Source: an optimization exercise on an open RTL-to-GDS flow (aim: small area). Production flows keep margins and buffers that such runs may drop.
In this exercise RTL edits were held to simulation tests only and were not proved equivalent to the original.
The flow treats the clock pin as an ideal source, which a real chip does not have.
Power is estimated from default activity; no workload was simulated.

Design wt440hrx_core, start of the top module:
module wt440hrx_core #(
    parameter [31:0] BIT_LEN      = 32'd2000,
    parameter [31:0] TOL          = 32'd200,
    parameter [31:0] DEDUP_WINDOW = 32'd1000000,
    parameter        LAYOUT       = 0
) (
    input  wire               clk,
    input  wire               rst,
    input  wire               edge_valid,
    input  wire [31:0]        edge_ts,
    output wire               bit_valid,
    output wire               bit_value,
    output wire [31:0]        bit_ts,
    output wire               fr_valid,
    output wire               fr_dup,
    output wire               rd_valid,
    output wire [3:0]         rd_house,
    output wire [1:0]         rd_channel,
    output wire [1:0]         rd_status,
    output wire               rd_batt,
    output wire [7:0]         rd_hum,
    output wire [7:0]         rd_tint,
    output wire [3:0]         rd_tfrac,
    output wire [1:0]         rd_seq,
    output wire [31:0]        rd_ts,
    output wire [2:0]         rd_channel_rep,
    output wire signed [12:0] rd_temp_x16
);
clock: 14.0 ns
lec_check: 0
cap_margin: 20
core_margin: 2
core_utilization: 40
slew_margin: 20
synth_hierarchical: 1
run.sh (not shown) runs the stock make flow with config.mk's settings and CLKGATE_MAP_FILE= SYNTH_SCRIPT=/design/flow/synth_recipe.tcl, a recipe that flattens the netlist after the stock synthesis.
Rerun with:
==> flow/flow/run.sh (new file) <==
#!/bin/bash
# The standard layout, with the smallest buffer (buf_1) as each port's
# buffer, and a clock tree of clkbuf_8 without dummy balancing loads.
set -euo pipefail
export BUFFER_PORTS_ARGS="-buffer_cell sky130_fd_sc_hd__buf_1"
export CTS_ARGS="-sink_clustering_enable -repair_clock_nets -buf_list sky130_fd_sc_hd__clkbuf_8 -dont_use_dummy_load"
bash standard.sh > standard_flow.log 2>&1
==> flow/standard.sh (new file) <==
#!/bin/bash
# synth_recipe.tcl (not shown) runs the flow's synth.tcl, then flattens the netlist and writes it again
# the make line also repeats each setting of config.mk as NAME=value (left out here)
make -C /OpenROAD-flow-scripts/flow DESIGN_CONFIG=/design/flow/config.mk WORK_HOME=/design/flow/orfs CLKGATE_MAP_FILE= SYNTH_SCRIPT=/design/flow/synth_recipe.tcl "${@:-finish}"
--- a/flow/config.mk
+++ b/flow/config.mk
@@ -10,0 +11 @@
+export CTS_BUF_LIST = sky130_fd_sc_hd__clkbuf_8
removed: flow/run.sh
The new run went through all stages and came out clean.
Power shrinks by 19%.
Worst setup slack improves by 0.30 ns.
Final area shrinks by 12%.
Hold slack stays flat.
Global-route usage shrinks by 1.0 points.
Rerun with:
==> flow/flow/run.sh (replaced) <==
#!/bin/bash
# The standard layout, with the smallest buffer (buf_1) as each port's
# buffer instead of the one buffer_ports picks by itself.
set -euo pipefail
export BUFFER_PORTS_ARGS="-buffer_cell sky130_fd_sc_hd__buf_1"
bash standard.sh > standard_flow.log 2>&1
Effect: The changed run went through all stages and came out clean; hold slack is better by 0.0033 ns; via count went up by about 0.7%; sequential power stays flat; setup slack is worse by 0.0080 ns.
Rerun with:
==> flow/run.sh (new file) <==
#!/bin/bash
# synth_recipe.tcl (not shown) runs the flow's synth.tcl, then flattens the netlist and writes it again
# the make line also repeats each setting of config.mk as NAME=value (left out here)
make -C /OpenROAD-flow-scripts/flow DESIGN_CONFIG=/design/flow/config.mk WORK_HOME=/design/flow/orfs CLKGATE_MAP_FILE= SYNTH_SCRIPT=/design/flow/synth_recipe.tcl finish
removed: flow/flow/run.sh
removed: flow/standard.sh
Effect: The changed run completed with no timing, DRC or antenna violations; final area rose by 9.8%; final cell count hardly moves; worst hold slack gets better by 0.0046 ns; total power fell by 1.4%; critical path depth is unchanged; register-to-register slack gets better by 0.27 ns.

========
Setup of run A:
The RTL this note starts from:
==> flow/design.v <==
module wt440hrx_core #(
    parameter [31:0] BIT_LEN      = 32'd2000,
    parameter [31:0] TOL          = 32'd200,
    parameter [31:0] DEDUP_WINDOW = 32'd1000000,
    parameter        LAYOUT       = 0
) (
    input  wire               clk,
    input  wire               rst,
    input  wire               edge_valid,
    input  wire [31:0]        edge_ts,
    output wire               bit_valid,
    output wire               bit_value,
    output wire [31:0]        bit_ts,
    output wire               fr_valid,
    output wire               fr_dup,
    output wire               rd_valid,
    output wire [3:0]         rd_house,
    output wire [1:0]         rd_channel,
    output wire [1:0]         rd_status,
    output wire               rd_batt,
    output wire [7:0]         rd_hum,
    output wire [7:0]         rd_tint,
    output wire [3:0]         rd_tfrac,
    output wire [1:0]         rd_seq,
    output wire [31:0]        rd_ts,
    output wire [2:0]         rd_channel_rep,
    output wire signed [12:0] rd_temp_x16
);
    localparam [31:0] BIT_LOW      = BIT_LEN - TOL;
    localparam [31:0] BIT_HIGH     = BIT_LEN + TOL;
    localparam [31:0] HALFBIT_LOW  = (BIT_LEN >> 1) - (TOL >> 1);
    localparam [31:0] HALFBIT_HIGH = (BIT_LEN >> 1) + (TOL >> 1);
    localparam [31:0] AGE_K        = 32'd0 - DEDUP_WINDOW;
    localparam [13:0] AGE_KM       = AGE_K[19:6];
    localparam [6:0]  AGE_KU       = AGE_KM[13:7];
    localparam [6:0]  AGE_KL       = AGE_KM[6:0];
    wire [31:0] nts = ~edge_ts;
    reg        ld_first;    
    reg        ld_half;     
    reg [31:0] last_ts;     
    reg [31:0] prev_ts;     
    reg [5:0]  idx;         
    reg [1:0]  csum;        
    reg [29:0] sr;          
    reg        dd_valid;
    reg [27:0] dd_f;        
    reg [31:0] dd_ts;       
    wire [11:0] nd, ng;
    wire [12:1] cd, cg;
    wire [31:12] pd, pg;
    wire [30:12] gd, gg;
    wt440_ha u_d0 (.x(nts[0]), .y(last_ts[0]), .s(nd[0]), .co(cd[1]));
    wt440_ha u_g0 (.x(nts[0]), .y(prev_ts[0]), .s(ng[0]), .co(cg[1]));
    genvar i;
    generate
        for (i = 1; i < 12; i = i + 1) begin : g_lo
            wt440_fa u_d (.x(nts[i]), .y(last_ts[i]), .c(cd[i]), .s(nd[i]), .co(cd[i+1]));
            wt440_fa u_g (.x(nts[i]), .y(prev_ts[i]), .c(cg[i]), .s(ng[i]), .co(cg[i+1]));
        end
        for (i = 12; i < 31; i = i + 1) begin : g_hi
            wt440_ha u_d (.x(nts[i]), .y(last_ts[i]), .s(pd[i]), .co(gd[i]));
            wt440_ha u_g (.x(nts[i]), .y(prev_ts[i]), .s(pg[i]), .co(gg[i]));
        end
    endgenerate
    assign pd[31] = nts[31] ^ last_ts[31];
    assign pg[31] = nts[31] ^ prev_ts[31];
    wire d_hz = ((pd[12] ^ cd[12]) && ((pd[31:13] ^ gd[30:12]) == 19'h7FFFF));
    wire g_hz = ((pg[12] ^ cg[12]) && ((pg[31:13] ^ gg[30:12]) == 19'h7FFFF));
    wire [11:0] d = ~nd;
    wire [11:0] g = ~ng;
    wire [5:0]  a_g = nts[5:0] & dd_ts[5:0];
    wire [5:0]  a_t = nts[5:0] | dd_ts[5:0];
    wire a_g10 = a_g[1] | (a_t[1] & a_g[0]);
    wire a_g32 = a_g[3] | (a_t[3] & a_g[2]);
    wire a_t32 = a_t[3] & a_t[2];
    wire a_g54 = a_g[5] | (a_t[5] & a_g[4]);
    wire a_t54 = a_t[5] & a_t[4];
    wire a_c6  = a_g54 | (a_t54 & (a_g32 | (a_t32 & a_g10)));
    wire [12:6]  nal;
    wire [13:7]  cal;
    wire [6:0]   u0;
    wire [20:14] cau;
    wire [31:20] pa;
    wire [30:20] ga;
    wt440_fa u_al6 (.x(nts[6]), .y(dd_ts[6]), .c(a_c6), .s(nal[6]), .co(cal[7]));
    wt440_ha u_au0 (.x(nts[13]), .y(dd_ts[13]), .s(u0[0]), .co(cau[14]));
    generate
        for (i = 7; i < 13; i = i + 1) begin : g_al
            wt440_fa u_a (.x(nts[i]), .y(dd_ts[i]), .c(cal[i]), .s(nal[i]), .co(cal[i+1]));
        end
        for (i = 14; i < 20; i = i + 1) begin : g_au
            wt440_fa u_a (.x(nts[i]), .y(dd_ts[i]), .c(cau[i]), .s(u0[i-13]), .co(cau[i+1]));
        end
        for (i = 20; i < 31; i = i + 1) begin : g_ah
            wt440_ha u_a (.x(nts[i]), .y(dd_ts[i]), .s(pa[i]), .co(ga[i]));
        end
    endgenerate
    assign pa[31] = nts[31] ^ dd_ts[31];
    wire a_c13  = cal[13];
    wire u_max  = (u0 == 7'h7F);
    wire a_c20  = cau[20] || (a_c13 && u_max);
    wire l_ge   = (nal >= AGE_KL);
    wire u_gt   = a_c13 ? (u0 >= AGE_KU && !u_max) : (u0 > AGE_KU);
    wire u_eq   = a_c13 ? (u0 == AGE_KU - 7'd1) : (u0 == AGE_KU);
    wire a_hz   = ((pa[20] ^ a_c20) && ((pa[31:21] ^ ga[30:20]) == 11'h7FF));
    wire age_lt = a_hz && (u_gt || (u_eq && l_ge));
    wire in_full = d_hz && (d >= BIT_LOW[11:0]) && (d <= BIT_HIGH[11:0]);
    wire in_half = d_hz && (d >= HALFBIT_LOW[11:0]) && (d <= HALFBIT_HIGH[11:0]);
    wire emit    = !ld_first && (ld_half ? in_half : in_full);
    assign bit_valid = edge_valid && !rst && emit;
    assign bit_value = ld_half;
    assign bit_ts    = edge_ts;
    always @(posedge clk) begin
        if (rst)
            ld_first <= 1'b1;
        else if (edge_valid)
            ld_first <= 1'b0;
    end
    always @(posedge clk) begin
        if (edge_valid) begin
            ld_half <= !ld_first && !ld_half && in_half;
            last_ts <= edge_ts;
        end
    end
    wire idx0       = (idx == 6'd0);
    wire pre_idx    = (idx[5:2] == 4'd0);
    wire last_bit   = (idx == 6'd35);
    wire spacing_ok = idx0 || (g_hz && (g >= BIT_LOW[11:0]) && (g <= BIT_HIGH[11:0]));
    wire pre_ok     = !pre_idx || (bit_value == !idx[1]);
    wire accept     = spacing_ok && pre_ok;
    wire parity_ok  = !csum[0] && (csum[1] == bit_value);
    assign fr_valid = bit_valid && accept && last_bit && parity_ok;
    always @(posedge clk) begin
        if (rst)
            idx <= 6'd0;
        else if (bit_valid)
            idx <= (!accept || last_bit) ? 6'd0 : idx + 6'd1;
    end
    always @(posedge clk) begin
        if (bit_valid) begin
            if (pre_idx)
                csum <= 2'b11;
            else if (idx[0])
                csum[1] <= csum[1] ^ bit_value;
            else
                csum[0] <= csum[0] ^ bit_value;
        end
    end
    always @(posedge clk) begin
        if (bit_valid && idx != 6'd34)
            sr <= {sr[28:0], bit_value};
    end
    always @(posedge clk) begin
        if (bit_valid)
            prev_ts <= edge_ts;
    end
    assign rd_house   = sr[29:26];
    assign rd_channel = sr[25:24];
    assign rd_status  = sr[23:22];
    assign rd_batt    = sr[21];
    assign rd_hum     = {1'b0, sr[20:14]};
    assign rd_tint    = sr[13:6];
    assign rd_tfrac   = sr[5:2];
    assign rd_seq     = sr[1:0];
    assign rd_ts      = edge_ts;
    wire same = (sr[29:2] == dd_f);
    assign fr_dup   = dd_valid && same && age_lt;
    assign rd_valid = fr_valid && !fr_dup;
    always @(posedge clk) begin
        if (rst)
            dd_valid <= 1'b0;
        else if (rd_valid)
            dd_valid <= 1'b1;
    end
    always @(posedge clk) begin
        if (rd_valid) begin
            dd_f  <= sr[29:2];
            dd_ts <= edge_ts;
        end
    end
    assign rd_channel_rep = {1'b0, rd_channel} + 3'd1;
    assign rd_temp_x16    = {{1'b0, rd_tint} - 9'd50, rd_tfrac};
endmodule
module wt440_fa (
    input  wire x,
    input  wire y,
    input  wire c,
    output wire s,
    output wire co
);
    assign s  = x ^ y ^ c;
    assign co = (x & y) | (x & c) | (y & c);
endmodule
module wt440_ha (
    input  wire x,
    input  wire y,
    output wire s,
    output wire co
);
    assign s  = x ^ y;
    assign co = x & y;
endmodule
export LEC_CHECK = 0
export CAP_MARGIN = 0
export CORE_MARGIN = 2
export CORE_UTILIZATION = 40
export SLEW_MARGIN = 0
export SYNTH_HIERARCHICAL = 1
create_clock -name core_clock -period 14.0 [get_ports {clk}]
standard.sh (not shown) runs the stock make flow with config.mk's settings and CLKGATE_MAP_FILE= SYNTH_SCRIPT=/design/flow/synth_recipe.tcl, a recipe that flattens the netlist after the stock synthesis.
==> flow/flow/run.sh <==
#!/bin/bash
# The standard layout, with the smallest buffer (buf_1) as each port's
# buffer, and a clock tree of clkbuf_4 without dummy loads in which the
# leaves that drive too much are upsized to clkbuf_8 (flow/post_cts.tcl).
set -euo pipefail
export BUFFER_PORTS_ARGS="-buffer_cell sky130_fd_sc_hd__buf_1"
export CTS_ARGS="-sink_clustering_enable -repair_clock_nets -buf_list sky130_fd_sc_hd__clkbuf_4 -dont_use_dummy_load"
export POST_CTS_TCL="$PWD/flow/post_cts.tcl"
bash standard.sh > standard_flow.log 2>&1
==> flow/flow/post_cts.tcl <==
# Sourced by ORFS at the end of its CTS step (POST_CTS_TCL). The tree is
# built from clkbuf_4; a leaf buffer whose flip-flops would see a clock slew
# above 112 ps (placement estimate) is upsized to clkbuf_8, then the
# placement is legalized again.
estimate_parasitics -placement
set my_upsized 0
foreach inst [get_cells clkbuf_*] {
  set out [get_pins -of_objects $inst -filter "direction==output"]
  set worst 0.0
  foreach p [get_pins -of_objects [get_nets -of_objects $out] -filter "direction==input"] {
    set w [expr {max([get_property $p slew_max_rise], [get_property $p slew_max_fall])}]
    if {$w > $worst} { set worst $w }
  }
  if {$worst > 0.112 && [get_property [get_lib_cells -of_objects $inst] name] eq "sky130_fd_sc_hd__clkbuf_4"} {
    replace_cell $inst sky130_fd_sc_hd__clkbuf_8
    incr my_upsized
  }
}
puts "post_cts: upsized $my_upsized clock buffers"
detailed_placement
check_placement -verbose
estimate_parasitics -placement
The following lists how run B was set up differently from run A:
--- a/flow/flow/post_cts.tcl
+++ b/flow/flow/post_cts.tcl
@@ -1,5 +1,5 @@
 # Sourced by ORFS at the end of its CTS step (POST_CTS_TCL). The tree is
 # built from clkbuf_4; a leaf buffer whose flip-flops would see a clock slew
-# above 112 ps (placement estimate) is upsized to clkbuf_8, then the
+# above 100 ps (placement estimate) is upsized to clkbuf_8, then the
 # placement is legalized again.
 estimate_parasitics -placement
@@ -12,5 +12,5 @@
     if {$w > $worst} { set worst $w }
   }
-  if {$worst > 0.112 && [get_property [get_lib_cells -of_objects $inst] name] eq "sky130_fd_sc_hd__clkbuf_4"} {
+  if {$worst > 0.100 && [get_property [get_lib_cells -of_objects $inst] name] eq "sky130_fd_sc_hd__clkbuf_4"} {
     replace_cell $inst sky130_fd_sc_hd__clkbuf_8
     incr my_upsized
--- a/flow/config.mk
+++ b/flow/config.mk
@@ -6,7 +6,7 @@
 export NUM_CORES = 4
 export LEC_CHECK = 0
-export CAP_MARGIN = 0
+export CAP_MARGIN = 20
 export CORE_MARGIN = 2
 export CORE_UTILIZATION = 40
-export SLEW_MARGIN = 0
+export SLEW_MARGIN = 20
 export SYNTH_HIERARCHICAL = 1
## What came out
Run B went all the way through synthesis, placement and routing and the layout is clean on timing, DRC and antenna.
The detail-routed net length per standard cell on run B is in line with that on run A.
On run B: power is about 1.2% higher than what run A gave.
Slack of the critical path, run A and run B, higher one = run A.
Status: combined buffer and inverter count along the critical path parity (run A, run B)
For run C, these inputs were changed with respect to run B:
--- a/flow/flow/post_cts.tcl
+++ b/flow/flow/post_cts.tcl
@@ -1,5 +1,5 @@
 # Sourced by ORFS at the end of its CTS step (POST_CTS_TCL). The tree is
 # built from clkbuf_4; a leaf buffer whose flip-flops would see a clock slew
-# above 100 ps (placement estimate) is upsized to clkbuf_8, then the
+# above 112 ps (placement estimate) is upsized to clkbuf_8, then the
 # placement is legalized again.
 estimate_parasitics -placement
@@ -12,5 +12,5 @@
     if {$w > $worst} { set worst $w }
   }
-  if {$worst > 0.100 && [get_property [get_lib_cells -of_objects $inst] name] eq "sky130_fd_sc_hd__clkbuf_4"} {
+  if {$worst > 0.112 && [get_property [get_lib_cells -of_objects $inst] name] eq "sky130_fd_sc_hd__clkbuf_4"} {
     replace_cell $inst sky130_fd_sc_hd__clkbuf_8
     incr my_upsized
--- a/flow/config.mk
+++ b/flow/config.mk
@@ -8,5 +8,5 @@
 export CAP_MARGIN = 20
 export CORE_MARGIN = 2
-export CORE_UTILIZATION = 40
+export CORE_UTILIZATION = 75
 export SLEW_MARGIN = 20
 export SYNTH_HIERARCHICAL = 1
==> summary.txt <==
Run B -> run C: post-synthesis sequential element count delta 0, exact match
Cell depth of the worst flop-to-flop path (higher): run C
Taking run B as the reference, in run C total number of vias now larger, count of plain and timing-repair buffers now sits lower, count of inserted tapcells shrank by 132, logic depth of the worst path, buffers included climbed 1, wire length of the first global-routing pass dropped 0.45%.
Run C against run B: worst setup slack went down by 0.35 ns; sequential power comparable.

## port drivers added, routing unchanged
How much do the figures lean on ideal ports? The routed layouts below were timed once more, with nothing changed but the port constraints.
Step 1 sets driving cells, clkbuf_16 on the clock port and buf_2 on the other inputs (assumed; they add their load-dependent delay and slew).
Step 2 times the ports against the registers' clock, not the clock port: input delays grow and output delays shrink by t, the midpoint of the rising clock arrivals with the driver on.
Three values: ideal, step 1, step 2; two values: the first two.
| run | shift t [ns] | setup WS [ns] | worst hold slack (ns) | clock arrival spread, ns | pins driven straight from the clock port |
|---|---|---|---|---|---|
| the first run of note 1 | 0.470 | 0.400 / 0.377 / 0.377 | 0.468 / 0.468 / 0.468 | 0.010 / 0.010 | 1 |
| the second run of note 1 | 0.482 | 0.702 / 0.678 / 0.678 | 0.466 / 0.466 / 0.466 | 0.038 / 0.037 | 1 |
| the third run of note 1 | 0.495 | 0.694 / 0.670 / 0.670 | 0.470 / 0.470 / 0.470 | 0.012 / 0.012 | 1 |
| the fourth run of note 1 | 0.490 | 0.399 / 0.376 / 0.376 | 0.474 / 0.474 / 0.474 | 0.015 / 0.015 | 1 |
| run A | 0.462 | 1.228 / 1.203 / 1.203 | 0.459 / 0.459 / 0.459 | 0.031 / 0.030 | 1 |
| run B | 0.471 | 1.198 / 1.173 / 1.173 | 0.440 / 0.440 / 0.440 | 0.031 / 0.030 | 1 |
| run C | 0.457 | 0.845 / 0.810 / 0.810 | 0.460 / 0.460 / 0.460 | 0.029 / 0.029 | 1 |
After both steps every run listed still meets setup and hold. For run C, which loses most, drivers alone change the setup slack by -0.035 ns; drivers and shift together by -0.035 ns.
